This is an optimization exercise on Yosys and OpenROAD, whose aim is small area, not a production implementation.
Only simulation tests tie the RTL to the original design; equivalence was not proved.
Power figures rest on the tool's default switching activity, not on a simulated workload.

===== design/flow/config.mk =====
export PLATFORM = sky130hd
export DESIGN_NAME = rab
export DESIGN_NICKNAME = rab
export VERILOG_FILES = /design/flow/design.v
export SDC_FILE = /design/flow/constraint.sdc
export NUM_CORES = 4
export LEC_CHECK = 0
export CAP_MARGIN = 20
export CORE_MARGIN = 2
export CORE_UTILIZATION = 30
export CTS_BUF_LIST = sky130_fd_sc_hd__clkbuf_4
export CTS_CLUSTER_DIAMETER = 40
export CTS_CLUSTER_SIZE = 8
export PLACE_DENSITY = 0.6
export SLEW_MARGIN = 20

===== design/flow/constraint.sdc =====
create_clock -name core_clock -period 12.0 [get_ports {clk}]
set_input_delay 2.4000 -clock core_clock [delete_from_list [all_inputs] [get_ports {clk}]]
set_output_delay 2.4000 -clock core_clock [all_outputs]
set_load 0.01 [all_outputs]

===== design/flow/design.v =====
module rab (
    input  wire        clk,
    input  wire        rst,
    input  wire        sub_valid,
    input  wire        sub_ctx,
    input  wire [31:0] sub_cmd,
    input  wire [31:0] sub_arg0,
    input  wire [31:0] sub_arg1,
    output wire [1:0]  busy,
    output wire [1:0]  done,
    output wire [2:0]  status0,
    output wire [31:0] result0,
    output wire [2:0]  status1,
    output wire [31:0] result1,
    output reg         bus_req,
    output reg         bus_we,
    output reg  [31:0] bus_addr,
    output reg  [31:0] bus_wdata,
    input  wire        bus_ack,
    input  wire [31:0] bus_rdata,
    input  wire        bus_err,
    output reg         irq_valid,
    output reg  [7:0]  irq_num,
    output reg  [2:0]  irq_prio,
    output reg         ntf_valid,
    output reg  [31:0] ntf_token
);
    localparam [3:0] OP_SETF = 4'h1, OP_GETF = 4'h2,
                     OP_GINIT = 4'h3, OP_GINITI = 4'h4, OP_GWRITE = 4'h5,
                     OP_GREAD = 4'h6, OP_GINTCLR = 4'h7,
                     OP_TCFG = 4'h8, OP_TARMP = 4'h9, OP_TARMI = 4'hA,
                     OP_TEN = 4'hB, OP_TPOLL = 4'hC, OP_TCLR = 4'hD;
    localparam [2:0] ST_OK = 3'd0, ST_ILLEGAL = 3'd1, ST_INVALID = 3'd2,
                     ST_NOTINIT = 3'd4, ST_OWN = 3'd5, ST_BUSERR = 3'd6;
    localparam [1:0] U_A = 2'd0, U_B = 2'd1, U_C = 2'd2;
    localparam [2:0] M_RTC = 3'd2;
    localparam [2:0] UK_NONE = 3'd0, UK_RMW = 3'd1, UK_W1C = 3'd2,
                     UK_GET = 3'd3, UK_ACT = 3'd4, UK_NTF = 3'd5;
    localparam [31:0] UNLOCK_KEY = 32'h4C4F434B;
    reg        act0, act1;
    reg        done0, done1;
    reg [2:0]  st0_r, st1_r;
    reg [31:0] res0_r, res1_r;
    reg [16:0] cmd0, cmd1;          
    reg [31:0] x0_0, x0_1;          
    reg [31:0] x1_0, x1_1;          
    reg [31:0] lt_0, lt_1;          
    reg [3:0]  stp0, stp1;
    reg        ph0, ph1;
    reg [1:0]  sbc0, sbc1;          
    reg        lock0;               
    wire [47:0]  g_ok;
    wire [23:0]  t_ok;              
    wire [23:0]  t_armp;            
    wire [11:0]  t_uc;              
    wire [23:0]  t_ub;              
    wire [47:0]  t_code;            
    wire [767:0] t_cb;              
    assign busy    = {act1, act0};
    assign done    = {done1, done0};
    assign status0 = st0_r;
    assign status1 = st1_r;
    assign result0 = res0_r;
    assign result1 = res1_r;
    function [1:0] mode_code;
        input [2:0] m;
        begin
            case (m)
                3'd0, 3'd1: mode_code = 2'd0;
                3'd2:       mode_code = 2'd3;
                3'd3:       mode_code = 2'd1;
                default:    mode_code = 2'd2;
            endcase
        end
    endfunction
    function [3:0] mode_enc;
        input [2:0] m;
        begin
            case (m)
                3'd0: mode_enc = 4'h1;
                3'd1: mode_enc = 4'h2;
                3'd2: mode_enc = 4'h0;
                3'd3: mode_enc = 4'h3;
                3'd4: mode_enc = 4'h7;
                default: mode_enc = 4'hA;
            endcase
        end
    endfunction
    function [7:0] timer_irq;
        input [3:0] b;
        input       l;
        reg   [7:0] a;
        begin
            case (b)
                4'd0:  a = 8'd19;
                4'd1:  a = 8'd21;
                4'd2:  a = 8'd23;
                4'd3:  a = 8'd35;
                4'd4:  a = 8'd70;
                4'd5:  a = 8'd92;
                4'd6:  a = 8'd94;
                4'd7:  a = 8'd96;
                4'd8:  a = 8'd98;
                4'd9:  a = 8'd100;
                4'd10: a = 8'd102;
                default: a = 8'd104;
            endcase
            timer_irq = a + {7'd0, l};
        end
    endfunction
    function excluded_pin;
        input [2:0] p;
        input [2:0] n;
        begin
            excluded_pin = (p > 3'd5) ||
                           (p == 3'd4 && n >= 3'd6) ||
                           (p == 3'd5 && n >= 3'd5);
        end
    endfunction
    wire [3:0] a_op    = sub_cmd[31:28];
    wire [1:0] a_am    = sub_cmd[27:26];
    wire [4:0] a_start = sub_cmd[25:21];
    wire [5:0] a_width = sub_cmd[20:15];
    wire [2:0] a_port  = sub_cmd[27:25];
    wire [2:0] a_pin   = sub_cmd[24:22];
    wire [3:0] a_blk   = sub_cmd[27:24];
    wire [1:0] a_use   = sub_cmd[23:22];
    wire [2:0] a_mode  = sub_cmd[21:19];
    wire [5:0] a_gidx  = {a_port, a_pin};
    wire [4:0] a_tA    = {a_blk, 1'b0};
    wire [4:0] a_tB    = {a_blk, 1'b1};
    wire [4:0] a_t0    = {a_blk, (a_use == U_B)};
    reg [31:0] a_resmask;
    always @* begin
        case (a_op)
            OP_SETF, OP_GETF:               a_resmask = 32'h00007FFF;
            OP_GINIT:                       a_resmask = 32'h001FFFFF;
            OP_GINITI:                      a_resmask = 32'h0003FFFF;
            OP_GWRITE, OP_GREAD, OP_GINTCLR: a_resmask = 32'h003FFFFF;
            OP_TCFG:                        a_resmask = 32'h0003FFFF;
            OP_TARMI:                       a_resmask = 32'h0007FFFF;
            default:                        a_resmask = 32'h003FFFFF;
        endcase
    end
    wire a_is_timer = (a_op >= OP_TCFG) && (a_op <= OP_TCLR);
    wire a_is_gpio  = (a_op >= OP_GINIT) && (a_op <= OP_GINTCLR);
    wire a_illegal = (a_op == 4'h0) || (a_op >= 4'hE) ||
                     ((sub_cmd & a_resmask) != 32'd0) ||
                     (a_is_timer && a_use == 2'd3) ||
                     (a_op == OP_TCFG && a_mode >= 3'd6);
    wire [6:0] a_fend = {2'b00, a_start} + {1'b0, a_width};
    wire a_geom_bad = (a_width == 6'd0) || (a_width > 6'd32) ||
                      (a_fend > 7'd32) ||
                      (sub_arg0[1:0] != 2'b00);
    wire [3:0] k_op  = cmd0[16:13];
    wire       k_gi  = act0 && (k_op == OP_GINIT || k_op == OP_GINITI);
    wire       k_tc  = act0 && (k_op == OP_TCFG);
    wire [3:0] k_blk = cmd0[12:9];
    wire [1:0] k_use = cmd0[8:7];
    wire a_gbusy = k_gi && (cmd0[12:7] == a_gidx);
    wire a_gok   = g_ok[a_gidx];
    wire a_bsame = k_tc && (k_blk == a_blk);
    wire a_busyA = a_bsame && (k_use != U_B);
    wire a_busyB = a_bsame && (k_use != U_A);
    wire a_busy0 = (a_use == U_B) ? a_busyB : a_busyA;
    wire       a_okA  = t_ok[a_tA];
    wire       a_okB  = t_ok[a_tB];
    wire       a_ok0  = t_ok[a_t0];
    wire [1:0] a_usA  = t_uc[a_blk] ? U_C : U_A;
    wire [1:0] a_usB  = t_uc[a_blk] ? U_C : t_ub[a_tB] ? U_B : U_A;
    wire [1:0] a_us0  = (a_use == U_B) ? a_usB : a_usA;
    wire a_exists = !a_busy0 && a_ok0 && (a_us0 == a_use);
    wire a_conflict =
        (a_use != U_C) ? (a_busy0 || (a_ok0 && a_us0 != a_use))
                       : (a_busyA || a_busyB ||
                          (a_okA && a_usA != U_C) ||
                          (a_okB && a_usB != U_C));
    reg       a_end;
    reg [2:0] a_status;
    always @* begin
        a_end    = 1'b1;
        a_status = ST_OK;
        if (a_illegal) begin
            a_status = ST_ILLEGAL;
        end else if (a_op == OP_SETF) begin
            if (a_geom_bad || a_am == 2'b01) a_status = ST_INVALID;
            else                            a_end = 1'b0;
        end else if (a_op == OP_GETF) begin
            if (a_geom_bad) a_status = ST_INVALID;
            else            a_end = 1'b0;
        end else if (a_is_gpio) begin
            if (excluded_pin(a_port, a_pin)) a_status = ST_INVALID;
            else if (a_op == OP_GINIT || a_op == OP_GINITI) begin
                if (a_gbusy) a_status = ST_OWN;
                else         a_end = 1'b0;
            end else begin
                if (a_gbusy || !a_gok)
                    a_status = ST_NOTINIT;
                else if (a_op == OP_GWRITE && sub_arg0 > 32'd1)
                    a_status = ST_OK;
                else
                    a_end = 1'b0;
            end
        end else begin
            if (a_blk >= 4'd12) a_status = ST_INVALID;
            else if (a_op == OP_TCFG) begin
                if (a_mode == M_RTC && a_use != U_C) a_status = ST_INVALID;
                else if (a_conflict)                 a_status = ST_OWN;
                else                                 a_end = 1'b0;
            end else if (a_op == OP_TPOLL) begin
                if (!a_exists || !t_armp[a_t0]) a_status = ST_NOTINIT;
                else                            a_end = 1'b0;
            end else begin
                if (!a_exists)             a_status = ST_NOTINIT;
                else if (a_op == OP_TARMP) a_status = ST_OK;
                else                       a_end = 1'b0;
            end
        end
    end
    wire a_acc   = sub_valid && !a_end;
    wire [16:0] a_cmd = {sub_cmd[31:21],
                         (a_op == OP_SETF || a_op == OP_GETF) ? a_fend[5:0] : sub_cmd[20:15]};
    wire a_tcfg  = a_acc && (a_op == OP_TCFG);
    wire a_tarmp = sub_valid && a_end && (a_op == OP_TARMP) && (a_status == ST_OK);
    wire [1:0] a_sbc = t_code[a_t0*2 +: 2];
    wire sel = act1 && !lock0;
    wire run = sel || act0;
    wire [16:0] c_cmd  = sel ? cmd1 : cmd0;
    wire [31:0] c_arg0 = sel ? x0_1 : x0_0;
    wire [31:0] c_arg1 = sel ? x1_1 : x1_0;
    wire [31:0] c_lat  = sel ? lt_1 : lt_0;
    wire [3:0]  c_step = sel ? stp1 : stp0;
    wire        c_ph   = sel ? ph1  : ph0;
    wire [1:0]  c_sbc  = sel ? sbc1 : sbc0;
    wire [3:0] c_op    = c_cmd[16:13];
    wire [1:0] c_am    = c_cmd[12:11];
    wire [2:0] c_port  = c_cmd[12:10];
    wire [2:0] c_pin   = c_cmd[9:7];
    wire       c_gdir  = c_cmd[6];
    wire [2:0] c_gprio = c_cmd[5:3];
    wire [3:0] c_blk   = c_cmd[12:9];
    wire [1:0] c_use   = c_cmd[8:7];
    wire [2:0] c_mode  = c_cmd[6:4];
    wire       c_cdir  = c_cmd[3];
    wire       c_l0    = (c_use == U_B);
    wire [4:0] c_t0    = {c_blk, c_l0};
    wire [4:0] c_sb    = {1'b0, c_l0, 1'b0, c_sbc};
    wire [19:0] c_gpage = 20'h40058 + {17'd0, c_port};
    wire        c_wide  = (c_blk >= 4'd6);
    wire [19:0] c_tpage = (c_blk < 4'd8) ? {16'h4003, c_blk} : {16'h4004, c_blk + 4'h4};
    wire [4:0]  c_gbit  = c_wide ? {1'b0, c_blk - 4'd6} : {1'b0, c_blk};
    wire [7:0]  c_gpirq = (c_port == 3'd5) ? 8'd30 : {5'd0, c_port};
    reg [2:0]  uk;
    reg [19:0] u_page;
    reg [11:0] u_off;
    reg        u_arga;      
    reg [31:0] u_val;
    reg [4:0]  u_s;
    reg [5:0]  u_e;         
    reg        u_one;       
    always @* begin
        uk     = UK_NONE;
        u_page = c_gpage;
        u_off  = 12'h000;
        u_arga = 1'b0;
        u_val  = 32'd1;
        u_s    = 5'd0;
        u_e    = 6'd1;
        u_one  = 1'b1;
        case (c_op)
            OP_SETF: begin
                uk     = (c_am == 2'b11) ? UK_W1C : UK_RMW;
                u_arga = 1'b1;
                u_val  = c_arg1;
                u_s    = c_cmd[10:6];
                u_e    = c_cmd[5:0]; u_one = 1'b0;
            end
            OP_GETF: begin
                uk     = UK_GET;
                u_arga = 1'b1;
                u_s    = c_cmd[10:6];
                u_e    = c_cmd[5:0]; u_one = 1'b0;
            end
            OP_GINIT, OP_GINITI: begin
                uk  = UK_RMW;
                u_s = {2'b00, c_pin};
                case (c_step)
                    4'd0:  begin u_page = 20'h400FE; u_off = 12'h608; u_s = {2'b00, c_port}; end
                    4'd1:  begin uk = UK_GET; u_page = 20'h400FE; u_off = 12'hA08; u_s = {2'b00, c_port}; end
                    4'd2:  begin u_off = 12'h520; u_val = UNLOCK_KEY; u_s = 5'd0; u_e = 6'd32; u_one = 1'b0; end
                    4'd3:  begin u_off = 12'h524; end
                    4'd4:  begin u_off = 12'h400; u_val = {31'd0, c_gdir}; end
                    4'd5:  begin u_off = 12'h510; end
                    4'd6:  begin u_off = 12'h420; u_val = 32'd0; end
                    4'd7:  begin u_off = 12'h51C; end
                    4'd8:  begin u_off = 12'h528; u_val = 32'd0; end
                    4'd9:  begin u_off = 12'h410; u_val = 32'd0; end
                    4'd10: begin u_off = 12'h404; u_val = 32'd0; end
                    4'd11: begin u_off = 12'h408; end
                    4'd12: begin uk = UK_W1C; u_off = 12'h41C; end
                    4'd13: begin u_off = 12'h410; end
                    default: uk = UK_ACT;
                endcase
            end
            OP_GWRITE: begin
                uk    = UK_RMW;
                u_off = 12'h3FC;
                u_val = c_arg0;
                u_s   = {2'b00, c_pin};
            end
            OP_GREAD: begin
                uk    = UK_GET;
                u_off = 12'h3FC;
                u_s   = {2'b00, c_pin};
            end
            OP_GINTCLR: begin
                uk    = UK_W1C;
                u_off = 12'h41C;
                u_s   = {2'b00, c_pin};
            end
            OP_TCFG: begin
                uk     = UK_RMW;
                u_page = c_tpage;
                case (c_step)
                    4'd0: begin u_page = 20'h400FE; u_off = c_wide ? 12'h65C : 12'h604; u_s = c_gbit; end
                    4'd1: begin uk = UK_GET; u_page = 20'h400FE; u_off = c_wide ? 12'hA5C : 12'hA04; u_s = c_gbit; end
                    4'd2: begin
                        u_off = 12'h000;
                        u_val = (c_use != U_C) ? 32'h4 :
                                (c_mode == M_RTC) ? 32'h1 : 32'h0;
                        u_e   = 6'd3; u_one = 1'b0;
                    end
                    4'd3: begin u_off = c_l0 ? 12'h008 : 12'h004; u_val = {28'd0, mode_enc(c_mode)}; u_e = 6'd4; u_one = 1'b0; end
                    4'd4: begin u_off = c_l0 ? 12'h008 : 12'h004; u_val = {31'd0, c_cdir}; u_s = 5'd4; end
                    4'd5: begin u_off = c_l0 ? 12'h02C : 12'h028; u_val = c_arg0; u_e = 6'd32; u_one = 1'b0; end
                    4'd6: begin u_off = 12'h008; u_val = {28'd0, mode_enc(c_mode)}; u_e = 6'd4; u_one = 1'b0; end
                    4'd7: begin u_off = 12'h008; u_val = {31'd0, c_cdir}; u_s = 5'd4; end
                    default: begin u_off = 12'h02C; u_val = c_arg1; u_e = 6'd32; u_one = 1'b0; end
                endcase
            end
            OP_TARMI: begin
                u_page = c_tpage;
                if (c_step == 4'd0) begin
                    uk = UK_RMW; u_off = 12'h018; u_s = c_sb;
                end else begin
                    uk = UK_ACT;
                end
            end
            OP_TEN: begin
                uk     = UK_RMW;
                u_page = c_tpage;
                u_off  = 12'h00C;
                u_s    = (c_step == 4'd0 && !c_l0) ? 5'd0 : 5'd8;
            end
            OP_TPOLL: begin
                u_page = c_tpage;
                u_s    = c_sb;
                case (c_step)
                    4'd0: begin uk = UK_GET; u_off = 12'h01C; end
                    4'd1: uk = UK_NTF;
                    default: begin uk = UK_W1C; u_off = 12'h024; end
                endcase
            end
            OP_TCLR: begin
                uk     = UK_W1C;
                u_page = c_tpage;
                u_off  = 12'h024;
                u_s    = c_sb;
            end
            default: uk = UK_NONE;
        endcase
    end
    reg [31:0] u_fmask;
    integer j;
    always @* begin
        for (j = 0; j < 32; j = j + 1)
            u_fmask[j] = (j >= u_s) && (u_one ? (j <= u_s) : (j < u_e));
    end
    wire u_isget = (uk == UK_GET);
    wire [31:0] rd_f = bus_rdata & u_fmask;
    reg  [31:0] rd_rev;
    always @* begin
        for (j = 0; j < 32; j = j + 1)
            rd_rev[j] = rd_f[31 - j];
    end
    wire [31:0] sh_in  = u_isget ? rd_rev : u_val;
    wire [31:0] sh_out = sh_in << u_s;
    reg  [31:0] u_get;
    always @* begin
        for (j = 0; j < 32; j = j + 1)
            u_get[j] = sh_out[31 - j];
    end
    wire [31:0] u_field = sh_out & u_fmask;
    wire [31:0] u_merge = (bus_rdata & ~u_fmask) | u_field;
    reg [31:0] tok_or;
    integer l;
    always @* begin
        tok_or = 32'd0;
        for (l = 0; l < 24; l = l + 1)
            if (c_t0 == l && t_armp[l]) tok_or = tok_or | t_cb[l*32 +: 32];
    end
    always @* begin
        bus_req   = 1'b0;
        bus_we    = 1'b0;
        bus_addr  = u_arga ? {c_arg0[31:2], 2'b00} : {u_page, u_off};
        bus_wdata = c_ph ? c_lat : u_field;
        irq_valid = 1'b0;
        irq_num   = (c_op == OP_TARMI) ? timer_irq(c_blk, c_l0) : c_gpirq;
        irq_prio  = (c_op == OP_TARMI) ? c_mode : c_gprio;
        ntf_valid = 1'b0;
        ntf_token = tok_or;
        if (run) begin
            case (uk)
                UK_RMW: begin
                    bus_req = 1'b1;
                    bus_we  = c_ph;
                end
                UK_W1C: begin
                    bus_req = 1'b1;
                    bus_we  = 1'b1;
                end
                UK_GET:  bus_req   = 1'b1;
                UK_ACT:  irq_valid = 1'b1;
                UK_NTF:  ntf_valid = 1'b1;
                default: ;
            endcase
        end
    end
    wire u_bus   = (uk == UK_RMW) || (uk == UK_W1C) || (uk == UK_GET);
    wire u_done  = run && (u_bus ? bus_ack : (uk != UK_NONE));
    wire u_err   = run && u_bus && bus_ack && bus_err;
    wire u_rmwrd = (uk == UK_RMW) && !c_ph;
    wire u_bit   = u_get[0];
    reg        n_fin;
    reg        n_rget;      
    reg        n_rone;      
    reg [3:0]  n_step;
    always @* begin
        n_fin  = 1'b0;
        n_rget = 1'b0;
        n_rone = 1'b0;
        n_step = c_step + 4'd1;
        case (c_op)
            OP_SETF, OP_GWRITE, OP_GINTCLR, OP_TCLR: n_fin = 1'b1;
            OP_GETF, OP_GREAD: begin n_fin = 1'b1; n_rget = 1'b1; end
            OP_GINIT, OP_GINITI: begin
                case (c_step)
                    4'd1: n_step = !u_bit ? 4'd1 :
                                   (c_port == 3'd5 && c_pin == 3'd0) ? 4'd2 : 4'd4;
                    4'd4: n_step = c_gdir ? 4'd6 : 4'd5;
                    4'd8: n_fin  = (c_op == OP_GINIT);
                    4'd14: n_fin = 1'b1;
                    default: ;
                endcase
            end
            OP_TCFG: begin
                case (c_step)
                    4'd1: n_step = u_bit ? 4'd2 : 4'd1;
                    4'd5: n_fin  = (c_use != U_C);
                    4'd8: n_fin  = 1'b1;
                    default: ;
                endcase
            end
            OP_TARMI: n_fin = (c_step == 4'd1);
            OP_TEN:   n_fin = (c_step == 4'd1) || (c_use != U_C);
            OP_TPOLL: begin
                case (c_step)
                    4'd0: n_fin = !u_bit;
                    4'd2: begin n_fin = 1'b1; n_rone = 1'b1; end
                    default: ;
                endcase
            end
            default: n_fin = 1'b1;
        endcase
    end
    wire [31:0] n_res = n_rget ? u_get : {31'd0, n_rone};
    wire e_err  = u_done && u_err;
    wire e_rd   = u_done && !u_err && u_rmwrd;
    wire e_fin  = u_done && !u_err && !u_rmwrd && n_fin;
    wire e_step = u_done && !u_err && !u_rmwrd && !n_fin;
    wire e_end  = e_err || e_fin;
    wire acc0 = sub_valid && !sub_ctx;
    wire acc1 = sub_valid &&  sub_ctx;
    always @(posedge clk) begin
        if (acc0) begin
            cmd0 <= a_cmd;
            x0_0 <= sub_arg0;
            x1_0 <= sub_arg1;
            sbc0 <= a_sbc;
        end
        if (acc1) begin
            cmd1 <= a_cmd;
            x0_1 <= sub_arg0;
            x1_1 <= sub_arg1;
            sbc1 <= a_sbc;
        end
        if (e_rd && !sel) lt_0 <= u_merge;
        if (e_rd &&  sel) lt_1 <= u_merge;
        if (acc0)                     stp0 <= 4'd0;
        else if (e_step && !sel)      stp0 <= n_step;
        if (acc1)                     stp1 <= 4'd0;
        else if (e_step && sel)       stp1 <= n_step;
        if (acc0 || (e_step && !sel)) ph0 <= 1'b0;
        else if (e_rd && !sel)        ph0 <= 1'b1;
        if (acc1 || (e_step && sel))  ph1 <= 1'b0;
        else if (e_rd && sel)         ph1 <= 1'b1;
    end
    always @(posedge clk) begin
        if (rst) begin
            act0  <= 1'b0;
            act1  <= 1'b0;
            done0 <= 1'b0;
            done1 <= 1'b0;
            st0_r <= ST_OK;
            st1_r <= ST_OK;
            res0_r <= 32'd0;
            res1_r <= 32'd0;
            lock0 <= 1'b0;
        end else begin
            lock0 <= bus_req && !bus_ack && !sel;
            done0 <= (acc0 && a_end) || (e_end && !sel);
            done1 <= (acc1 && a_end) || (e_end && sel);
            if (acc0 && !a_end)      act0 <= 1'b1;
            else if (e_end && !sel)  act0 <= 1'b0;
            if (acc1 && !a_end)      act1 <= 1'b1;
            else if (e_end && sel)   act1 <= 1'b0;
            if (acc0 && a_end) begin
                st0_r  <= a_status;
                res0_r <= 32'd0;
            end else if (e_end && !sel) begin
                st0_r  <= e_err ? ST_BUSERR : ST_OK;
                res0_r <= e_err ? 32'd0 : n_res;
            end
            if (acc1 && a_end) begin
                st1_r  <= a_status;
                res1_r <= 32'd0;
            end else if (e_end && sel) begin
                st1_r  <= e_err ? ST_BUSERR : ST_OK;
                res1_r <= e_err ? 32'd0 : n_res;
            end
        end
    end
    wire e_gi   = (c_op == OP_GINIT || c_op == OP_GINITI);
    wire e_tc   = (c_op == OP_TCFG);
    wire e_ta   = (c_op == OP_TARMI);
    wire [5:0] c_gidx = {c_port, c_pin};
    genvar g;
    generate
        for (g = 0; g < 48; g = g + 1) begin : gp
            if ((g / 8 > 5) || (g / 8 == 4 && g % 8 >= 6) ||
                (g / 8 == 5 && g % 8 >= 5)) begin : ex
                assign g_ok[g] = 1'b0;
            end else begin : in
                reg ok;
                assign g_ok[g] = ok;
                always @(posedge clk) begin
                    if (rst)
                        ok <= 1'b0;
                    else if (e_end && e_gi && c_gidx == g)
                        ok <= !e_err;
                end
            end
        end
        for (g = 0; g < 12; g = g + 1) begin : tb
            reg uc;
            assign t_uc[g] = uc;
            always @(posedge clk) begin
                if (e_err && e_tc && c_blk == g)
                    uc <= 1'b0;
                else if (a_tcfg && a_blk == g)
                    uc <= (a_use == U_C);
            end
        end
        for (g = 0; g < 24; g = g + 1) begin : tl
            reg [31:0] cb;
            reg [1:0]  code;
            reg        ok, armp, ub;
            assign t_cb[g*32 +: 32] = cb;
            assign t_code[g*2 +: 2] = code;
            assign t_ok[g]   = ok;
            assign t_armp[g] = armp;
            assign t_ub[g]   = ub;
            wire a_cov = (a_blk == g / 2) &&
                         ((g % 2 == 0) ? (a_use != U_B) : (a_use != U_A));
            wire c_cov = (c_blk == g / 2) &&
                         ((g % 2 == 0) ? (c_use != U_B) : (c_use != U_A));
            wire e_wr  = c_cov && ((e_end && e_tc) || (e_fin && e_ta));
            always @(posedge clk) begin
                if (a_tarmp && a_cov)
                    cb <= sub_arg0;
                if (e_err && e_tc && c_cov)
                    code <= 2'd0;
                else if (a_tcfg && a_cov)
                    code <= mode_code(a_mode);
                if (e_err && e_tc && c_cov)
                    ub <= 1'b0;
                else if (a_tcfg && a_cov)
                    ub <= (g % 2 == 1) && (a_use == U_B);
                if (e_wr)
                    armp <= 1'b0;
                else if (a_tcfg && a_cov)
                    armp <= 1'b0;
                else if (a_tarmp && a_cov)
                    armp <= 1'b1;
                if (rst)
                    ok <= 1'b0;
                else if (e_wr)
                    ok <= !e_err;
                else if (a_tarmp && a_cov)
                    ok <= 1'b1;
            end
        end
    endgenerate
endmodule

===== design/flow/flow/run.sh =====
#!/bin/bash
set -euo pipefail
bash standard.sh "BUFFER_PORTS_ARGS=-buffer_cell sky130_fd_sc_hd__buf_1" finish > flow_standard.log 2>&1

===== design/flow/standard.sh =====
#!/bin/bash
# synth_recipe.tcl (not shown) runs the flow's synth.tcl, then flattens the netlist and writes it again
# the make line also repeats each setting of config.mk as NAME=value (left out here)
make -C /OpenROAD-flow-scripts/flow DESIGN_CONFIG=/design/flow/config.mk WORK_HOME=/design/flow/orfs CLKGATE_MAP_FILE= SYNTH_SCRIPT=/design/flow/synth_recipe.tcl "${@:-finish}"

==> summary.md, run 1 <==
| Metric | Value |
|---|---|
| # hold bufs at CTS | 0 |
| CP Max Fanout | 31 |
| Unrepaired setup endpoints after global routing | false |
| Vias in the first global route | 40000 |
| Mean Syn Cell Area | 12.8 sq um |
| Port Buffer Count | 315 |
| Remaining DRCs | 0 |
| Yosys reg bits | 1246 |
| CP top delay family | compound AO/OA/AOI/OAI gates |
| Largest net degree at the start of global routing | 81 |
| Headroom to the max-slew limit | 18.8% |
| Initial antenna violation count | 18 |
| Worst path max stage delay | 0.97 ns |
| Core ar. | 0.183 sq mm |
| F_max | 0.0866 GHz |
| CTS H-Tree Depth | 4 |
| Power per standard cell area | 134 mW/mm^2 |
| PnR Total Power | 8310 uW |
| Std cell rows | 157 |
| Final Hold Fails | 0 |
| Met3 WL | 20.2 mm |
| Crit path capture type | output port |
| WL per Instance | 30.6 um |
| Post-synth EDFFs | 998 |
| Nets | 4811 |
| 1st-pass router iterations | 7 |
| Startpoint Class | register |
| WL met2 | 102 mm |
| CP bufs+invs | 5 |
| CTS-repair resized insts | 0 |
| Top routing layer in use | met5 |
| ANT nets after route | 0 |
| Area Overhead vs Synth | 12.2% |
| CTS sink count | 1246 |
| CTS tree | built |
| Reg area | 0.0349 sq mm |
| CTS buffer count | 189 |
| Grt ovf | 0 |
| Unique masters post-synth | 107 |
| Clk buf depth | 3 |
| Setup TNS | 0 ns |
| # IOs | 319 |
| Gr usage total | 22.7% |
| Crit path cell chain | nor2b_4 > buf_4 > buf_4 > mux2i_1 > nand2_1 > inv_1 > o311a_1 > or3_1 > buf_4 > nand4_1 > a221oi_1 > a31oi_1 > a211oi_1 > a31oi_1 > mux2_2 > o211ai_1 > o21ai_0 > o22ai_1 > buf_1 |
| P_leak | 0.0206 uW |
| Number of max-cap violations | 0 |
| Worst-Margin Slew | 1.21 ns |
| Fin util | 33.8% |
| Cells after synthesis | 4309 |
| Routed WL | 220 mm |
| CP dominant cell by count | buf_4 |
| Clock period minus worst slack | 11.55 ns |
| Die area | 0.187 sq mm |
| CP Data Required Time | 9.60 ns |
| Yosys top cell area share | 54.4% |
| Synth Cell Area | 0.0551 sq mm |
| Layout cells sized above 1 | 13.3% |
| Die Wd | 433 um |
| DRT iter0 DRCs | 5669 |
| First-pass GRT wire length | 306 mm |
| Dpl hpwl | 141 mm |
| Maximum VDD drop | 0.0000708 V |
| Clk pin slew, worst setup/hold paths | 0.09 ns |
| Multi-input logic area | 0.0189 sq mm |
| Post-CTS Setup Repair Bufs | 0 |
| Status | complete, no violations |
| Via density | 5.87 |
| Hold/Removal Path Class | reg2reg |
| Initial Utilization | 30.1% |
| YS warnings | 1 |
| Routed met1 length | 86.2 mm |
| Worst EP arrival | 9.15 ns |
| Via count | 42300 |
| Final setup violating endpoints | 0 |
| Predominant post-synthesis flop cell | edfxtp_1 |
| Fill cell count | 18100 |
| Max Slew Vio Count | 0 |
| Largest cells by area after synthesis | edfxtp_1, dfxtp_1, mux2i_1, a22o_1, a221oi_1 |
| Kind of critical path | reg2out |
| Clock root cell | clkbuf_4 |
| Setup Skew | 0.133 ns |
| GPL Wtd Cong | 0.950 |
| Asr flop ratio synth | 0% |
| Register area share after synthesis | 63.4% |
| Die Ht | 433 um |
| Yosys top cell by area | edfxtp_1 |
| Clock Latency Late Sink | 1.30 ns |
| Tcrit/Tclk final | 96.3% |
| Slowest CP cell | a221oi_1 |
## sequential cells by signal, indices dropped and copies added (netlist names), 2 cells and up
signal / cells
x0_0: 32
res0_r: 32
tl.armp: 24
sbc1: 2
cmd1: 17
tb.uc: 12
sbc0: 2
lt_0: 32
tl.ok: 24
x1_0: 32
cmd0: 17
stp1: 4
tl.code: 48
st0_r: 3
tl.cb: 768
res1_r: 32
x1_1: 32
gp.in.ok: 43
st1_r: 3
lt_1: 32
stp0: 4
x0_1: 32
tl.ub: 12
## final cells by class
type / instances / share of cell area (%)
flip-flops and latches: 1246 / 56.5
well taps: 2464 / 4.98
clock buffers: 224 / 2.72
diodes: 12 / 0.0485
clock inverters: 45 / 0.938
inverters: 55 / 0.342
repair buffers: 479 / 3.92
multi-input cells: 2675 / 30.6
## cell usage after synthesis (all sizes together), types with 54 or more instances
cell type  count
a22oi         70
a221oi       143
nand3        137
nor2         302
a21oi        166
nor3          81
buf           92
and3          55
edfxtp       998
a211oi        82
mux2i        201
a31oi         80
inv           54
o21ai        142
a22o         155
nand2        267
dfxtp        248
clkbuf       243
nand4         54
## power by group
group	internal, uW	switching (uW)
clock	1120	1550
combinational	236	680
sequential	4700	17.6
## worst register-to-register path, delay by kind of cell (launching register included)
family	cells	cell delay, ns
AND/OR/NAND/NOR	8	2.93
AO/OA/AOI/OAI	6	2.22
multiplexers	2	1.28
buffers and inverters	3	1.00
flip-flops	1	0.72
adder cells (fa/ha/maj)	1	0.45
## cell families after synthesis
group	after synthesis	synth area share (%)
AO/OA/AOI/OAI	1249	17.1
flip-flops	1246	63.4
AND/OR/NAND/NOR	1104	9.83
other	1	0.00680
XOR/XNOR	20	0.318
buffers and inverters	390	2.88
adder cells (fa/ha/maj)	31	0.717
multiplexers	268	5.75
## metrics by stage
stage          instances  hold WS (ns)  setup slack, ns  cell area (sq um)
6_report            7200         0.461            0.449              61900
5_1_grt             7198         0.482           0.0473              61900
4_1_cts             7188         0.461            0.598              61800
3_5_place_dp        6919         0.447             1.90              59600
3_3_place_gp        6919         0.440             2.10              59600
2_1_floorplan       4311         0.432             2.64              55100
## worst paths after layout
kind / startpoint / endpoint / slack (ns) / depth (start not counted)
worst max-delay path: act1$_SDFFE_PP0P_ / bus_wdata[27] / 0.45 / 19
worst min-delay path: tl[19].code[1]$_SDFFE_PP0P_ / tl[19].code[1]$_SDFFE_PP0P_ / 0.46 / 2
worst max register to register: act1$_SDFFE_PP0P_ / res1_r[5]$_SDFFE_PP0P_ / 3.40 / 20
worst min register to register: tl[19].code[1]$_SDFFE_PP0P_ / tl[19].code[1]$_SDFFE_PP0P_ / 0.46 / 2
## cells in the final DEF (no fill, tap or decap), drive strengths merged, types with 17 or more instances in the layout
cell type and n:
o21ai 142, buf 471, nor2b 20, a221oi 143
and4 17, nand4 54, clkinv 23, nand2b 20
nor2 302, edfxtp 998, dfxtp 248, nand2 267
o211a 17, inv 63, a31oi 80, a22oi 70
mux2 32, o221ai 18, ha 30, a222oi 34
a21o 17, mux4 35, and3 55, or3 20
nor4 34, mux2i 201, a211o 41, a211oi 82
o21a 21, and2 44, a21oi 166, nand3 137
a311oi 39, o22ai 33, a22o 155, o22a 20
clkbuf 232, nor3 81
## per-layer routing
layer	GRT usage (%)	up-vias
met4	11.4	6
met3	3.95	467
met1	29.5	21400
met5	0	-
li1	-	17900
met2	36.6	2525
==> inputs of run 2 (changes only) <==
--- a/design/flow/config.mk
+++ b/design/flow/config.mk
@@ -9,7 +9,7 @@
 export CORE_MARGIN = 2
 export CORE_UTILIZATION = 30
-export CTS_BUF_LIST = sky130_fd_sc_hd__clkbuf_4
-export CTS_CLUSTER_DIAMETER = 40
-export CTS_CLUSTER_SIZE = 8
+export CTS_BUF_LIST = sky130_fd_sc_hd__clkbuf_16
+export CTS_CLUSTER_DIAMETER = 80
+export CTS_CLUSTER_SIZE = 24
 export PLACE_DENSITY = 0.6
 export SLEW_MARGIN = 20
==> summary.md, run 2 <==
| Metric | Value |
|---|---|
| Status | complete, no violations |
| Crit path capture type | output port |
| 1st-pass router iterations | 10 (+3) |
| Biggest register | tl.cb |
| Power per standard cell area | 133 mW/mm^2 (-0.86%) |
| Yosys reg bits | 1246 (unchanged) |
| PnR Total Power | 8200 uW (-1.3%) |
| R2R setup slack | 3.35 ns (-0.05 ns) |
| Yosys top cell area share | 54.4% (unchanged) |
| Largest cells by area after synthesis | edfxtp_1, dfxtp_1, mux2i_1, a22o_1, a221oi_1 |
| Port Buffer Count | 315 (unchanged) |
| ANT nets after route | 0 (unchanged) |
| Die Wd | 433 um (unchanged) |
| # IOs | 319 (unchanged) |
| Worst hold slack | 0.460 ns (-0.000973 ns) |
| CTS H-Tree Depth | 3 (-1) |
| Layout cells sized above 1 | 9.89% (-3.4 points) |
| Largest net degree at the start of global routing | 81 (unchanged) |
| Top-count cell post-synth | edfxtp_1 |
| Final Cell Area | 0.0616 sq mm (-0.40%) |
| Hold/Removal Path Class | reg2reg |
| Adder-cell share of the synthesized area | 0.717% (unchanged) |
| Tcrit/Tclk final | 91.8% (-4.4 points) |
| Setup TNS | 0 ns (unchanged) |
| Clock root cell | clkbuf_16 |
| Unique masters post-synth | 107 (unchanged) |
| Predominant post-synthesis flop cell | edfxtp_1 |
| Max reg flops | 768 (unchanged) |
| Remaining DRCs | 0 (unchanged) |
| Number of max-cap violations | 0 (unchanged) |
| Regs by FF count | tl.cb: 768 flops, tl.code: 48 flops, gp.in.ok: 43 flops |
| Die area | 0.187 sq mm (unchanged) |
| Worst reg-to-reg path cell count | 20 (unchanged) |
| Via density | 5.92 (+0.82%) |
| Post-synth EDFFs | 998 (unchanged) |
| CTS tree | built |
| Area Overhead vs Synth | 11.8% |
| Worst-Margin Slew | 1.22 ns (+0.00407 ns) |
| Critical R2R Launch | act1$_SDFFE_PP0P_ |
| Vias in the first global route | 39100 (-2.2%) |
| Nets | 4689 (-2.5%) |
| Core ar. | 0.183 sq mm (unchanged) |
| Max Slew Vio Count | 0 (unchanged) |
| Fill cell count | 18000 (-0.61%) |
| Maximum VDD drop | 0.0000890 V (+26%) |
| First-pass GRT wire length | 303 mm (-1.0%) |
| Worst EP arrival | 8.62 ns (-0.53 ns) |
| Final Hold Fails | 0 (unchanged) |
| WL per Instance | 31.1 um (+1.6%) |
| Top cells by count, synth | edfxtp_1, nor2_1, nand2_1, dfxtp_1, clkbuf_1 |
| Synth Cell Area | 0.0551 sq mm (unchanged) |
| Gr usage total | 22.5% (-0.26 points) |
| Clock period minus worst slack | 11.02 ns (-0.532 ns) |
| Headroom to the max-slew limit | 19.0% (+0.22 points) |
| CTS-repair resized insts | 0 (unchanged) |
| Initial antenna violation count | 17 (-1) |
| Grt ovf | 0 (unchanged) |
| Die Ht | 433 um (unchanged) |
| Clk buf depth | 3 (unchanged) |
| Largest family of logic cells by synthesized area | compound AO/OA/AOI/OAI gates |
| Commonest non-fill, non-tap cell in the layout | edfxtp_1 |
| Setup Skew | 0.0637 ns (-0.0691 ns) |
| Final setup violating endpoints | 0 (unchanged) |
| Initial Utilization | 30.1% (unchanged) |
| Compound-Gate Fraction of Synth Area | 17.1% (unchanged) |
| Register area share after synthesis | 63.4% (unchanged) |
| CP Max Fanout | 31 (unchanged) |
| Worst Hold End | tl[19].code[1]$_SDFFE_PP0P_ |
| CTS buffer count | 67 (-65%) |
| Mean Syn Cell Area | 12.8 sq um (unchanged) |
| Dpl hpwl | 141 mm (unchanged) |
| Post-synthesis mux area share | 5.75% (unchanged) |
| Startpoint Class | register |
| CTS sink count | 1246 (unchanged) |
| Asr flop ratio synth | 0% (unchanged) |
| Post-Place Cell Area | 0.0596 sq mm (unchanged) |
| Post-synthesis xor/xnor area fraction | 0.318% (unchanged) |
| # hold bufs at CTS | 0 (unchanged) |
| Via count | 41600 (-1.7%) |
| F_max | 0.0908 GHz (+4.8%) |
| Most frequent cells in the layout | edfxtp_1, buf_1, nor2_1, nand2_1, dfxtp_1 |
| Clk pin slew, worst setup/hold paths | 0.09 ns (about the same) |
| DRT iter0 DRCs | 5687 (+0.32%) |
| P_leak | 0.0203 uW (-1.4%) |
| Kind of critical path | reg2out |
| Cells after synthesis | 4309 (unchanged) |
| Unrepaired setup endpoints after global routing | false |
| Hold path cells | 2 (unchanged) |
| Routed WL | 218 mm (-0.91%) |
| YS warnings | 1 (unchanged) |
| Simple-gate portion of the synthesized area | 9.83% (unchanged) |
| R2r endpoint | res1_r[1]$_SDFFE_PP0P_ |
| Post-CTS Setup Repair Bufs | 0 (unchanged) |
| GPL Wtd Cong | 0.950 (unchanged) |
| CP Data Required Time | 9.60 ns (about the same) |
| Hold_sp | tl[19].code[1]$_SDFFE_PP0P_ |
| Std cell rows | 157 (unchanged) |
| Clock Latency Late Sink | 0.72 ns (-0.58 ns) |
| Yosys top cell by area | edfxtp_1 |
==> run 2: cell counts after synthesis <==
No cell type changed its count.
==> run 2: worst max path at each step <==
| stage | startpoint | endpoint | slack [ns] | cells past startpoint |
|---|---|---|---|---|
| after floorplan | sub_cmd[23] | tl[13].cb[0]$_DFFE_PP_ | 2.64 | 13 |
| after global placement | act1$_SDFFE_PP0P_ | bus_wdata[30] | 2.10 | 19 |
| after detailed placement | act1$_SDFFE_PP0P_ | bus_wdata[30] | 1.90 | 19 |
| after CTS | act1$_SDFFE_PP0P_ | bus_wdata[30] | 1.14 | 19 |
| after global routing | act1$_SDFFE_PP0P_ | bus_wdata[27] | 0.61 | 19 |
| final | act1$_SDFFE_PP0P_ | bus_wdata[27] | 0.98 | 19 |
==> run 2: metrics by stage <==
stage	setup slack (ns)	instances	util, %
after floorplan	2.64	4311	-
after detailed placement	1.90	6919	32.6
after CTS	1.14	7016	33.7
final	0.982	7023	33.7
after global routing	0.607	7021	33.7
after global placement	2.10	6919	32.6
==> run 2: where the power goes <==
part	switching [uW]	internal, uW
registers	17.8	4700
logic	678	236
clock network	1470	1100
==> run 2: routing by layer <==
metal  global-route usage (%)  vias up  wire length [um]
met3                     3.27      427             19000
met5                        0        -                47
li1                         -    17600                 -
met2                     36.6     2472            102000
met4                     10.9        8             11800
met1                     29.3    21100             85200
==> run 2: logic make-up (layout without fill, tap and decap cells) <==
logic type               after synthesis  in the layout
AO/OA/AOI/OAI                       1249           1249
flip-flops                          1246           1246
adder cells (fa/ha/maj)               31             31
AND/OR/NAND/NOR                     1104           1104
multiplexers                         268            268
XOR/XNOR                              20             20
buffers and inverters                390            631
other                                  1             10
==> run 2: layout make-up <==
class	count	area, sq um	share of cell area (%)
Clock inverter	27	275	0.447
Clock buffer	70	1750	2.84
Sequential cell	1246	34900	56.7
Antenna cell	7	17.5	0.0284
Inverter	55	211	0.343
Timing Repair Buffer	479	2420	3.93
Multi-Input combinational cell	2675	18900	30.7
Tap cell	2464	3080	5.00
==> run 2: critical path, cell delays in order (launching register included) <==
cell and delay (ns):
dfxtp_1 0.71, nor2b_4 0.43, buf_4 0.41, buf_4 0.46, mux2i_1 0.66, nand2_1 0.58
inv_1 0.57, o311a_1 0.41, or3_1 0.17, buf_4 0.31, nand4_1 0.13, a221oi_1 0.98
a31oi_1 0.24, a211oi_1 0.31, a31oi_1 0.13, mux2_2 0.32, o211ai_1 0.24, o21ai_0 0.34
o22ai_1 0.29, buf_1 0.19
==> inputs of run 3 (changes only) <==
==> design/flow/config.mk (replaced) <==
export PLATFORM = sky130hd
export DESIGN_NAME = rab
export DESIGN_NICKNAME = rab
export VERILOG_FILES = /design/flow/design.v
export SDC_FILE = /design/flow/constraint.sdc
export NUM_CORES = 4
export LEC_CHECK = 0
export ABC_AREA = 1
export CAP_MARGIN = 20
export CORE_MARGIN = 2
export CORE_UTILIZATION = 30
export CTS_BUF_LIST = sky130_fd_sc_hd__clkbuf_8
export CTS_CLUSTER_DIAMETER = 60
export CTS_CLUSTER_SIZE = 16
export PLACE_DENSITY = 0.6
export SLEW_MARGIN = 20
==> summary.md, run 3 <==
| Metric | Value |
|---|---|
| Status | complete, no violations |
| Layout cells sized above 1 | 7.91% (-2.0 points) |
| Commonest non-fill, non-tap cell in the layout | nand2_1 |
| Top-count cell post-synth | nand2_1 |
| CP Max Fanout | 71 (+130%) |
| Startpoint Class | register |
| Register area share after synthesis | 62.3% (-1.1 points) |
| Nets | 6075 (+30%) |
| CTS-repair resized insts | 0 (unchanged) |
| # IOs | 319 (unchanged) |
| Yosys top cell area share | 53.4% (-0.94 points) |
| Fill cell count | 18900 (+5.0%) |
| Clk pin slew, worst setup/hold paths | 0.11 ns (+0.02 ns) |
| Die Ht | 436 um (+0.86%) |
| CTS tree | built |
| GRT busiest layer | met2 |
| Post-synth EDFFs | 998 (unchanged) |
| Initial antenna violation count | 17 (unchanged) |
| Clock period minus worst slack | 10.22 ns (-0.802 ns) |
| Power per standard cell area | 132 mW/mm^2 (-0.90%) |
| Final Hold Fails | 0 (unchanged) |
| Max reg flops | 768 (unchanged) |
| Clk buf depth | 3 (unchanged) |
| Sw Share | 28.1% (+1.7 points) |
| CTS H-Tree Depth | 3 (unchanged) |
| Maximum VDD drop | 0.0000942 V (+5.8%) |
| Setup TNS | 0 ns (unchanged) |
| Unrepaired setup endpoints after global routing | false |
| Hold/Removal Path Class | reg2reg |
| CP Data Required Time | 9.60 ns (about the same) |
| Cells after synthesis | 5624 (+31%) |
| Post-CTS Setup Repair Bufs | 0 (unchanged) |
| F_max | 0.0979 GHz (+7.9%) |
| Internal power | 5950 uW (-1.5%) |
| Clk pwr share | 31.5% (+0.2 points) |
| Setup Skew | 0.109 ns (+0.0453 ns) |
| CP Launch Point | act1$_SDFFE_PP0P_ |
| Tcrit/Tclk final | 85.1% (-6.7 points) |
| Asr flop ratio synth | 0% (unchanged) |
| Largest net degree at the start of global routing | 84 (+3.7%) |
| Worst EP arrival | 7.82 ns (-0.80 ns) |
| Clock Latency Late Sink | 0.95 ns (+0.23 ns) |
| Crit path capture type | output port |
| Die area | 0.190 sq mm (+1.7%) |
| Port Buffer Count | 315 (unchanged) |
| CTS buffer count | 105 (+57%) |
| Met3 Use GR | 3.02% (-0.25 points) |
| Headroom to the max-slew limit | 16.0% (-3.0 points) |
| Yosys top cell by area | edfxtp_1 |
| Regs by FF count | tl.cb: 768 flops, tl.code: 48 flops, gp.in.ok: 43 flops |
| Die Wd | 436 um (+0.86%) |
| Critical R2R Launch | act1$_SDFFE_PP0P_ |
| Top cells by count, synth | nand2_1, edfxtp_1, nor2_1, inv_1, nand3_1 |
| Via density | 5.29 (-11%) |
| YS warnings | 1 (unchanged) |
| Number of max-cap violations | 0 (unchanged) |
| Kind of critical path | reg2out |
| GPL Wtd Cong | 1.03 (+8.9%) |
| Std cell rows | 158 (+0.64%) |
| Synth Cell Area | 0.0561 sq mm (+1.8%) |
| Remaining DRCs | 0 (unchanged) |
| Met1 global-route usage | 27.3% (-2.0 points) |
| ANT nets after route | 0 (unchanged) |
| Max Slew Vio Count | 0 (unchanged) |
| Most frequent cells in the layout | nand2_1, edfxtp_1, nor2_1, inv_1, nand3_1 |
| CTS sink count | 1246 (unchanged) |
| Mean Syn Cell Area | 9.97 sq um (-22%) |
| Final setup violating endpoints | 0 (unchanged) |
| First-pass GRT wire length | 298 mm (-1.6%) |
| Sw Pwr | 2320 uW (+7.2%) |
| Yosys reg bits | 1246 (unchanged) |
| R2R setup slack | 4.23 ns (+0.88 ns) |
| Number of cells after detailed placement | 8281 (+20%) |
| Core ar. | 0.186 sq mm (+1.5%) |
| Area Overhead vs Synth | 11.8% (about the same) |
| Vias in the first global route | 42700 (+9.0%) |
| Clock root cell | clkbuf_8 |
| 1st-pass router iterations | 8 (-2) |
| Gr usage total | 21.2% (-1.3 points) |
| Unique masters post-synth | 72 (-33%) |
| Flop pwr share | 57.0% (-0.5 points) |
| Predominant post-synthesis flop cell | edfxtp_1 |
| Hold_sp | tb[0].uc$_SDFFE_PP0P_ |
| Biggest register | tl.cb |
| Worst-Margin Slew | 1.25 ns (+0.0318 ns) |
| GR Util met2 | 34.6% (-2.1 points) |
| Initial Utilization | 30.2% (+0.074 points) |
| Fin cells | 8459 (+20%) |
| Via count | 44800 (+7.7%) |
| Grt ovf | 0 (unchanged) |
| Comb pwr share | 11.5% (+0.4 points) |
| Routed WL | 208 mm (-4.6%) |
| DRT iter0 DRCs | 5008 (-12%) |
| WL per Instance | 24.6 um (-21%) |
| Dpl hpwl | 143 mm (+1.2%) |
| P_leak | 0.0227 uW (+12%) |
| Largest cells by area after synthesis | edfxtp_1, dfxtp_1, nand2_1, nor2_1, nand3_1 |
| # hold bufs at CTS | 0 (unchanged) |
## run 3: cell count changes after synthesis, sizes merged, moves of 62 or more
| cell | before | now |
|---|---|---|
| o21ai | 142 | 315 |
| nand4 | 54 | 185 |
| a211oi | 82 | 20 |
| nand3 | 137 | 432 |
| mux2i | 201 | 34 |
| clkbuf | 243 | 166 |
| a22o | 155 | 56 |
| a31oi | 80 | 12 |
| inv | 54 | 474 |
| nand2 | 267 | 1246 |
| nor2 | 302 | 705 |
## run 3: layout make-up
type | instances | area (sq um) | area share [%]
diodes | 13 | 32.5 | 0.0519
clock buffers | 107 | 1470 | 2.35
clock inverters | 56 | 693 | 1.11
inverters | 479 | 1810 | 2.88
multi-input cells | 3639 | 18500 | 29.5
flip-flops and latches | 1246 | 34900 | 55.7
well taps | 2480 | 3100 | 4.95
repair buffers | 439 | 2140 | 3.41
## run 3: per-layer routing
layer,vias up,routed length (um)
met5,-,36
met1,22000,84300
li1,20300,-
met4,6,11600
met3,421,14800
met2,2041,97400
## run 3: cells by family (layout without fill, tap and decap cells)
logic type	count (synthesis)	count (layout)	share of synthesized area, %
AO/OA/AOI/OAI	877	877	9.97
XOR/XNOR	8	8	0.125
adder cells (fa/ha/maj)	31	31	0.705
buffers and inverters	741	1081	5.37
flip-flops	1246	1246	62.3
multiplexers	36	36	0.647
other	1	16	0.00669
AND/OR/NAND/NOR	2684	2684	20.9
## run 3: per-stage QoR
| stage | area (sq um) | total power [uW] | hold WS [ns] | utilization (%) | setup WS [ns] |
|---|---|---|---|---|---|
| finish | 62700 | 8270 | 0.467 | 33.8 | 1.78 |
| global route | 62700 | 8540 | 0.487 | 33.8 | 1.37 |
| CTS | 62600 | 8310 | 0.464 | 33.7 | 1.92 |
| detailed placement | 60400 | 5750 | 0.448 | 32.6 | 2.90 |
| global placement | 60400 | 5750 | 0.437 | 32.6 | 2.96 |
| floorplan | 56100 | 5300 | 0.424 | - | 4.52 |
## run 3: worst paths after layout
path,end,cells after the start
worst max-delay path,bus_wdata[31],27
worst min register to register,tb[0].uc$_SDFFE_PP0P_,2
worst max register to register,res0_r[2]$_SDFFE_PP0P_,34
worst min-delay path,tb[0].uc$_SDFFE_PP0P_,2
## run 3: worst max-delay path, cell delays in order, from the launching register on
cell and delay (ns):
dfxtp_1 0.91, nand2_8 0.55, o21ai_0 0.66, inv_1 0.16, ha_1 0.39, nand3_2 0.22
nand2_2 0.15, nand2_2 0.15, nor2_2 0.05, nor2_1 0.11, nand2_2 0.08, buf_4 0.26
nor2_2 0.71, nand2_2 0.37, inv_2 0.17, nand2_1 0.08, a21oi_2 0.22, nand3_1 0.21
nand3_1 0.11, nand2_1 0.09, nand2_1 0.06, nand2_1 0.05, inv_1 0.04, nand2_1 0.06
nand2_1 0.16, nand4_1 0.19, o21ai_0 0.48, buf_1 0.21
## run 3: power groups by stage
| stage | Sequential (uW) | Combinational (uW) | Clock, uW |
|---|---|---|---|
| after floorplan | 4810 | 490 | 0 |
| after detailed placement | 4810 | 938 | 0 |
| after CTS | 4710 | 940 | 2650 |
| final | 4720 | 953 | 2600 |
| after global routing | 4720 | 1010 | 2810 |
| after global placement | 4810 | 936 | 0 |
==> inputs of run 4 (changes only) <==
--- a/design/flow/config.mk
+++ b/design/flow/config.mk
@@ -6,5 +6,4 @@
 export NUM_CORES = 4
 export LEC_CHECK = 0
-export ABC_AREA = 1
 export CAP_MARGIN = 20
 export CORE_MARGIN = 2
==> summary.md, run 4 <==
| Metric | Value |
|---|---|
| Compound-Gate Fraction of Synth Area | 17.1% (+7.1 points) |
| Crit path capture type | output port |
| Commonest non-fill, non-tap cell in the layout | edfxtp_1 |
| WL per Instance | 31.0 um (+26%) |
| Clock Latency Late Sink | 0.90 ns (-0.05 ns) |
| Top cells by count, synth | edfxtp_1, nor2_1, nand2_1, dfxtp_1, clkbuf_1 |
| Die Ht | 433 um (-0.86%) |
| Post-CTS Setup Repair Bufs | 0 (unchanged) |
| 1st-pass router iterations | 8 (unchanged) |
| CTS H-Tree Depth | 3 (unchanged) |
| GPL Wtd Cong | 0.950 (-8.2%) |
| Post-synth EDFFs | 998 (unchanged) |
| # hold bufs at CTS | 0 (unchanged) |
| Fin worst setup slack | 0.750 ns (-1.03 ns) |
| Setup Skew | 0.0983 ns (-0.0106 ns) |
| Fill cell count | 18100 (-4.4%) |
| Worst Hold End | tl[19].code[0]$_SDFFE_PP0P_ |
| Gr usage total | 22.6% (+1.4 points) |
| ANT nets after route | 0 (unchanged) |
| Unrepaired setup endpoints after global routing | false |
| CP dominant cell by count | buf_4 |
| Biggest register | tl.cb |
| CP Data Required Time | 9.60 ns (about the same) |
| Reg area | 0.0349 sq mm (unchanged) |
| Met3 WL | 19.5 mm (+31%) |
| Port Buffer Count | 315 (unchanged) |
| Crit path cell chain | nor2b_4 > buf_4 > buf_4 > mux2i_1 > nand2_1 > inv_1 > o311a_1 > or3_1 > buf_4 > nand4_1 > a221oi_1 > a31oi_1 > a211oi_1 > a31oi_1 > mux2_2 > o211ai_1 > o21ai_0 > o22ai_1 > buf_1 |
| Startpoint Class | register |
| R2R setup slack | 3.42 ns (-0.81 ns) |
| Via count | 41700 (-6.9%) |
| Regs by FF count | tl.cb: 768 flops, tl.code: 48 flops, gp.in.ok: 43 flops |
| Slowest CP cell | a221oi_1 |
| P_leak | 0.0203 uW (-10%) |
| R2r endpoint | res1_r[6]$_SDFFE_PP0P_ |
| Worst path max stage delay | 1.00 ns (+0.09 ns) |
| CTS buffer count | 99 (-5.7%) |
| Maximum VDD drop | 0.0000813 V (-14%) |
| PnR Total Power | 8000 uW (-3.3%) |
| Headroom to the max-slew limit | 19.7% (+3.7 points) |
| Area Overhead vs Synth | 11.4% |
| DRT iter0 DRCs | 5868 (+17%) |
| Top routing layer in use | met5 |
| Post-synthesis xor/xnor area fraction | 0.318% (+0.19 points) |
| Remaining DRCs | 0 (unchanged) |
| Via density | 5.89 (+11%) |
| Final setup violating endpoints | 0 (unchanged) |
| Max Slew Vio Count | 0 (unchanged) |
| CP bufs+invs | 5 (unchanged) |
| Power per standard cell area | 130 mW/mm^2 (-1.3%) |
| Yosys top cell by area | edfxtp_1 |
| Yosys reg bits | 1246 (unchanged) |
| Initial Utilization | 30.1% (-0.074 points) |
| Adder-cell share of the synthesized area | 0.717% (+0.012 points) |
| Kind of critical path | reg2out |
| Tcrit/Tclk final | 93.7% (+8.6 points) |
| Mean Syn Cell Area | 12.8 sq um (+28%) |
| Nets | 4721 (-22%) |
| Std cell rows | 157 (-0.63%) |
| CTS sink count | 1246 (unchanged) |
| Number of max-cap violations | 0 (unchanged) |
| Clock period minus worst slack | 11.25 ns (+1.03 ns) |
| Max reg flops | 768 (unchanged) |
| Clock root cell | clkbuf_8 |
| Top-count cell post-synth | edfxtp_1 |
| Simple-gate portion of the synthesized area | 9.83% (-11 points) |
| Grt ovf | 0 (unchanged) |
| Register area share after synthesis | 63.4% (+1.1 points) |
| Synth Cell Area | 0.0551 sq mm (-1.7%) |
| Hold path cells | 2 (unchanged) |
| CP top delay family | compound AO/OA/AOI/OAI gates |
| Worst-Margin Slew | 1.20 ns (-0.0494 ns) |
| Die Wd | 433 um (-0.86%) |
| CTS-repair resized insts | 0 (unchanged) |
| Predominant post-synthesis flop cell | edfxtp_1 |
| CP Max Fanout | 31 (-56%) |
| Yosys top cell area share | 54.4% (+0.94 points) |
| Multi-input logic area | 0.0189 sq mm (+2.3%) |
| Largest family of logic cells by synthesized area | compound AO/OA/AOI/OAI gates |
| Layout cells sized above 1 | 10.7% (+2.8 points) |
| Clk buf depth | 3 (unchanged) |
| Hold_sp | tl[19].code[0]$_SDFFE_PP0P_ |
| Unique masters post-synth | 107 (+49%) |
| Hold/Removal Path Class | reg2reg |
| F_max | 0.0889 GHz (-9.2%) |
| Initial antenna violation count | 19 (+2) |
| Die area | 0.187 sq mm (-1.7%) |
| Worst EP arrival | 8.85 ns (+1.03 ns) |
| YS warnings | 1 (unchanged) |
| Status | complete, no violations |
| Worst reg-to-reg path cell count | 20 (-41%) |
| Asr flop ratio synth | 0% (unchanged) |
| Vias in the first global route | 39300 (-7.9%) |
| Routed met1 length | 85.9 mm (+1.9%) |
| Routed WL | 219 mm (+5.2%) |
| Cells after synthesis | 4309 (-23%) |
| # IOs | 319 (unchanged) |
| Largest cells by area after synthesis | edfxtp_1, dfxtp_1, mux2i_1, a22o_1, a221oi_1 |
| Fin util | 33.6% (-0.18 points) |
| Post-synthesis mux area share | 5.75% (+5.1 points) |
| Worst hold slack | 0.463 ns (-0.00329 ns) |
| Core ar. | 0.183 sq mm (-1.5%) |
| CTS tree | built |
| Clk pin slew, worst setup/hold paths | 0.11 ns (about the same) |
| First-pass GRT wire length | 304 mm (+2.1%) |
| Setup TNS | 0 ns (unchanged) |
| Critical R2R Launch | act1$_SDFFE_PP0P_ |
| WL met2 | 102 mm (+4.5%) |
| Most frequent cells in the layout | edfxtp_1, buf_1, nor2_1, nand2_1, dfxtp_1 |
| Final Hold Fails | 0 (unchanged) |
| Pre-CTS setup slack | 1.90 ns (-1.00 ns) |
| Dpl hpwl | 141 mm (-1.2%) |
| Largest net degree at the start of global routing | 81 (-3.6%) |
[run 4: cell types whose count changed in the layout (fill, tap and decap cells not counted), sizes merged, moves of 51 or more]
cell,before,now
a22o,56,155
a211oi,20,82
and3,4,55
nand4,185,54
mux2i,34,201
a31oi,12,80
nor2,705,302
nand2,1246,267
o21ai,315,142
nand3,432,137
inv,503,86
[run 4: routing by layer]
| layer | vias up | GRT usage [%] |
|---|---|---|
| met1 | 21200 | 29.4 |
| li1 | 17600 | - |
| met3 | 440 | 3.69 |
| met2 | 2482 | 36.5 |
| met5 | - | 0 |
| met4 | 10 | 10.8 |
[run 4: cells by family after synthesis]
| family | count (synthesis) |
|---|---|
| buf+inv | 390 |
| xor+xnor | 20 |
| simple gates | 1104 |
| mux | 268 |
| flops | 1246 |
| compound gates | 1249 |
| fa+ha+maj | 31 |
| other cells | 1 |
[run 4: layout make-up]
type                       instances  share of cell area [%]
sequential                      1246                    56.9
inverter                          55                   0.344
multi-input combinational       2675                    30.8
clock inverter                    48                   0.719
antenna                            9                  0.0367
timing repair buffer             479                    3.95
tap                             2464                    5.02
clock buffer                     101                    2.26
[run 4: how the worst max path moves through the flow]
| stage | from | endpoint | slack (ns) | depth (start not counted) |
|---|---|---|---|---|
| CTS | act1$_SDFFE_PP0P_ | bus_wdata[30] | 0.97 | 19 |
| global placement | act1$_SDFFE_PP0P_ | bus_wdata[30] | 2.10 | 19 |
| finish | act1$_SDFFE_PP0P_ | bus_wdata[27] | 0.75 | 19 |
| global route | act1$_SDFFE_PP0P_ | bus_wdata[27] | 0.44 | 19 |
| detailed placement | act1$_SDFFE_PP0P_ | bus_wdata[30] | 1.90 | 19 |
| floorplan | sub_cmd[23] | tl[13].cb[0]$_DFFE_PP_ | 2.64 | 13 |
[run 4: power breakdown]
group          leakage (uW)  switching [uW]  internal, uW
registers            0.0110            17.7          4700
clock network      0.000985            1500           863
logic               0.00827             678           236
[run 4: worst reg2reg max path, cell delays in order (launching register included)]
cell      delay, ns
dfxtp_1        0.73
nor2b_4        0.42
buf_4          0.41
mux2i_1        0.54
inv_1          0.14
ha_1           0.45
or2_2          0.46
nor2_1         0.16
o21ai_0        0.10
a211oi_1       0.49
a211o_1        0.78
nand3_1        0.29
mux2i_1        0.74
o21ai_1        0.31
or3_1          0.44
nand4b_1       0.21
nor4_4         0.15
o32ai_4        0.28
buf_4          0.44
nor3b_2        0.79
a22o_1         0.23
[run 4: per-stage QoR]
stage / area, sq um / std cells
after floorplan: 55100 / 4311
after global placement: 59600 / 6919
after detailed placement: 59600 / 6919
after CTS: 61400 / 7068
after global routing: 61400 / 7075
final: 61400 / 7077
==> inputs of run 5 (changes only) <==
--- a/design/flow/config.mk
+++ b/design/flow/config.mk
@@ -6,5 +6,5 @@
 export NUM_CORES = 4
 export LEC_CHECK = 0
-export CAP_MARGIN = 20
+export CAP_MARGIN = 0
 export CORE_MARGIN = 2
 export CORE_UTILIZATION = 30
@@ -13,3 +13,3 @@
 export CTS_CLUSTER_SIZE = 16
 export PLACE_DENSITY = 0.6
-export SLEW_MARGIN = 20
+export SLEW_MARGIN = 0
==> summary.md, run 5 <==
| Metric | Value |
|---|---|
| Area Overhead vs Synth | 11.4% (about the same) |
| Cells after synthesis | 4309 (unchanged) |
| Routed WL | 219 mm (about the same) |
| Asr flop ratio synth | 0% (unchanged) |
| Setup TNS | 0 ns (unchanged) |
| Fin cells | 7077 (unchanged) |
| Core ar. | 0.183 sq mm (unchanged) |
| Yosys top cell by area | edfxtp_1 |
| Hold/Removal Path Class | reg2reg |
| Final Hold Fails | 0 (unchanged) |
| Status | complete, no violations |
| Number of max-cap violations | 0 (unchanged) |
| Fill cell count | 18100 (+0.022%) |
| # hold bufs at CTS | 0 (unchanged) |
| Post-Place Cell Area | 0.0596 sq mm (unchanged) |
| Register area share after synthesis | 63.4% (unchanged) |
| Most frequent cells in the layout | edfxtp_1, buf_1, nor2_1, nand2_1, dfxtp_1 |
| Tcrit/Tclk final | 93.7% (about the same) |
| CTS buffer count | 99 (unchanged) |
| Worst hold slack | 0.463 ns (+0.00000800 ns) |
| DRT iter0 DRCs | 5868 (unchanged) |
| Top-count cell post-synth | edfxtp_1 |
| Grt ovf | 0 (unchanged) |
| Final setup violating endpoints | 0 (unchanged) |
| Clock Latency Late Sink | 0.90 ns (about the same) |
| Yosys reg bits | 1246 (unchanged) |
| YS warnings | 1 (unchanged) |
| Vias in the first global route | 39300 (unchanged) |
| # IOs | 319 (unchanged) |
| CTS-repair resized insts | 0 (unchanged) |
| First-pass GRT wire length | 304 mm (unchanged) |
| Predominant post-synthesis flop cell | edfxtp_1 |
| Port Buffer Count | 315 (unchanged) |
| Number of cells after detailed placement | 6919 (unchanged) |
| Layout cells sized above 1 | 10.6% (-0.087 points) |
| F_max | 0.0890 GHz (about the same) |
| Top cells by count, synth | edfxtp_1, nor2_1, nand2_1, dfxtp_1, clkbuf_1 |
| Mean Syn Cell Area | 12.8 sq um (unchanged) |
| Std cell rows | 157 (unchanged) |
| CTS tree | built |
| Via density | 5.90 (+0.10%) |
| Largest family of logic cells by synthesized area | compound AO/OA/AOI/OAI gates |
| Dpl hpwl | 141 mm (unchanged) |
| Power per standard cell area | 130 mW/mm^2 (about the same) |
| Kind of critical path | reg2out |
| Post-synth EDFFs | 998 (unchanged) |
| Largest cells by area after synthesis | edfxtp_1, dfxtp_1, mux2i_1, a22o_1, a221oi_1 |
| Maximum VDD drop | 0.0000814 V (about the same) |
| Headroom to the max-slew limit | 12.9% (-6.7 points) |
| Startpoint Class | register |
| Clk pin slew, worst setup/hold paths | 0.11 ns (about the same) |
| Compound-Gate Fraction of Synth Area | 17.1% (unchanged) |
| P_leak | 0.0203 uW (about the same) |
| Clock period minus worst slack | 11.24 ns (-0.00884 ns) |
| Regs by FF count | tl.cb: 768 flops, tl.code: 48 flops, gp.in.ok: 43 flops |
| Worst-Margin Slew | 1.31 ns (+0.108 ns) |
| Simple-gate portion of the synthesized area | 9.83% (unchanged) |
| Gr usage total | 22.6% (unchanged) |
| Nets | 4721 (unchanged) |
| Clock root cell | clkbuf_8 |
| Remaining DRCs | 0 (unchanged) |
| Die Wd | 433 um (unchanged) |
| Reg area | 0.0349 sq mm (unchanged) |
| GPL Wtd Cong | 0.950 (unchanged) |
| Unique masters post-synth | 107 (unchanged) |
| Clk buf depth | 3 (unchanged) |
| Unrepaired setup endpoints after global routing | false |
| CP Max Fanout | 31 (unchanged) |
| Via count | 41800 (+0.10%) |
| Max Slew Vio Count | 0 (unchanged) |
| CP Data Required Time | 9.60 ns (about the same) |
| Biggest register | tl.cb |
| Fin util | 33.6% (about the same) |
| Commonest non-fill, non-tap cell in the layout | edfxtp_1 |
| Multi-input logic area | 0.0189 sq mm (about the same) |
| WL per Instance | 31.0 um (about the same) |
| Initial Utilization | 30.1% (unchanged) |
| Yosys top cell area share | 54.4% (unchanged) |
| ANT nets after route | 0 (unchanged) |
| Setup Skew | 0.0986 ns (+0.000335 ns) |
| Final Cell Area | 0.0614 sq mm (about the same) |
| Synth Cell Area | 0.0551 sq mm (unchanged) |
| Post-CTS Setup Repair Bufs | 0 (unchanged) |
| Initial antenna violation count | 19 (unchanged) |
| Crit path capture type | output port |
| Adder-cell share of the synthesized area | 0.717% (unchanged) |
| Die area | 0.187 sq mm (unchanged) |
| Die Ht | 433 um (unchanged) |
| 1st-pass router iterations | 8 (unchanged) |
| CTS H-Tree Depth | 3 (unchanged) |
| Post-synthesis mux area share | 5.75% (unchanged) |
| Worst EP arrival | 8.84 ns (about the same) |
| Largest net degree at the start of global routing | 81 (unchanged) |
| CTS sink count | 1246 (unchanged) |
| Post-synthesis xor/xnor area fraction | 0.318% (unchanged) |
| Max reg flops | 768 (unchanged) |
[run 5: stage by stage]
step           worst slack, ns  total power [uW]
2_1_floorplan             2.64              5280
3_3_place_gp              2.10              5710
3_5_place_dp              1.90              5710
4_1_cts                  0.971              8010
5_1_grt                  0.436              8230
6_report                 0.759              8000
[run 5: where the power goes]
group | internal, uW | switching (uW)
registers | 4700 | 17.6
clock network | 863 | 1500
logic | 236 | 678
total | 5800 | 2200
[run 5: path summary, 6_finish.rpt]
| path | start | to | slack [ns] | cells after the start |
|---|---|---|---|---|
| worst max register to register | act1$_SDFFE_PP0P_ | res1_r[6]$_SDFFE_PP0P_ | 3.41 | 19 |
| worst min-delay path | tl[19].code[0]$_SDFFE_PP0P_ | tl[19].code[0]$_SDFFE_PP0P_ | 0.46 | 2 |
| worst max-delay path | act1$_SDFFE_PP0P_ | bus_wdata[27] | 0.76 | 19 |
| worst min register to register | tl[19].code[0]$_SDFFE_PP0P_ | tl[19].code[0]$_SDFFE_PP0P_ | 0.46 | 2 |
[run 5: layout make-up]
cell class	instances	area share, %
antenna	9	0.0367
clock buffer	101	2.26
clock inverter	48	0.719
inverter	55	0.344
multi-input combinational	2675	30.8
sequential	1246	56.9
tap	2464	5.02
timing repair buffer	479	3.94
[run 5: kinds of logic (layout without fill, tap and decap cells)]
family / Yosys count / after routing
xor+xnor: 20 / 20
other cells: 1 / 12
fa+ha+maj: 31 / 31
buf+inv: 390 / 683
simple gates: 1104 / 1104
flops: 1246 / 1246
mux: 268 / 268
compound gates: 1249 / 1249
[run 5: critical path, cell delays in order (launching register included)]
cell,delay [ns]
dfxtp_1,0.73
nor2b_4,0.42
buf_4,0.41
buf_4,0.46
mux2i_1,0.68
nand2_1,0.58
inv_1,0.58
o311a_1,0.42
or3_1,0.17
buf_4,0.31
nand4_1,0.13
a221oi_1,0.99
a31oi_1,0.24
a211oi_1,0.32
a31oi_1,0.13
mux2_2,0.32
o211ai_1,0.24
o21ai_0,0.34
o22ai_1,0.29
buf_1,0.19
[run 5: per-layer routing]
metal  wire, um  global-route usage (%)  vias up
met2     102000                    36.5     2526
met4      11800                    10.8       10
met3      19600                    3.69      444
met5         74                       0        -
met1      85800                    29.4    21200
li1           -                       -    17600

Setup slack of run 5, layout unchanged: 0.759 ns with ideal ports, 0.687 ns with driving cells assumed (clock clkbuf_16, inputs buf_2), 1.614 ns with port delays also shifted by the 0.927 ns mid clock arrival.
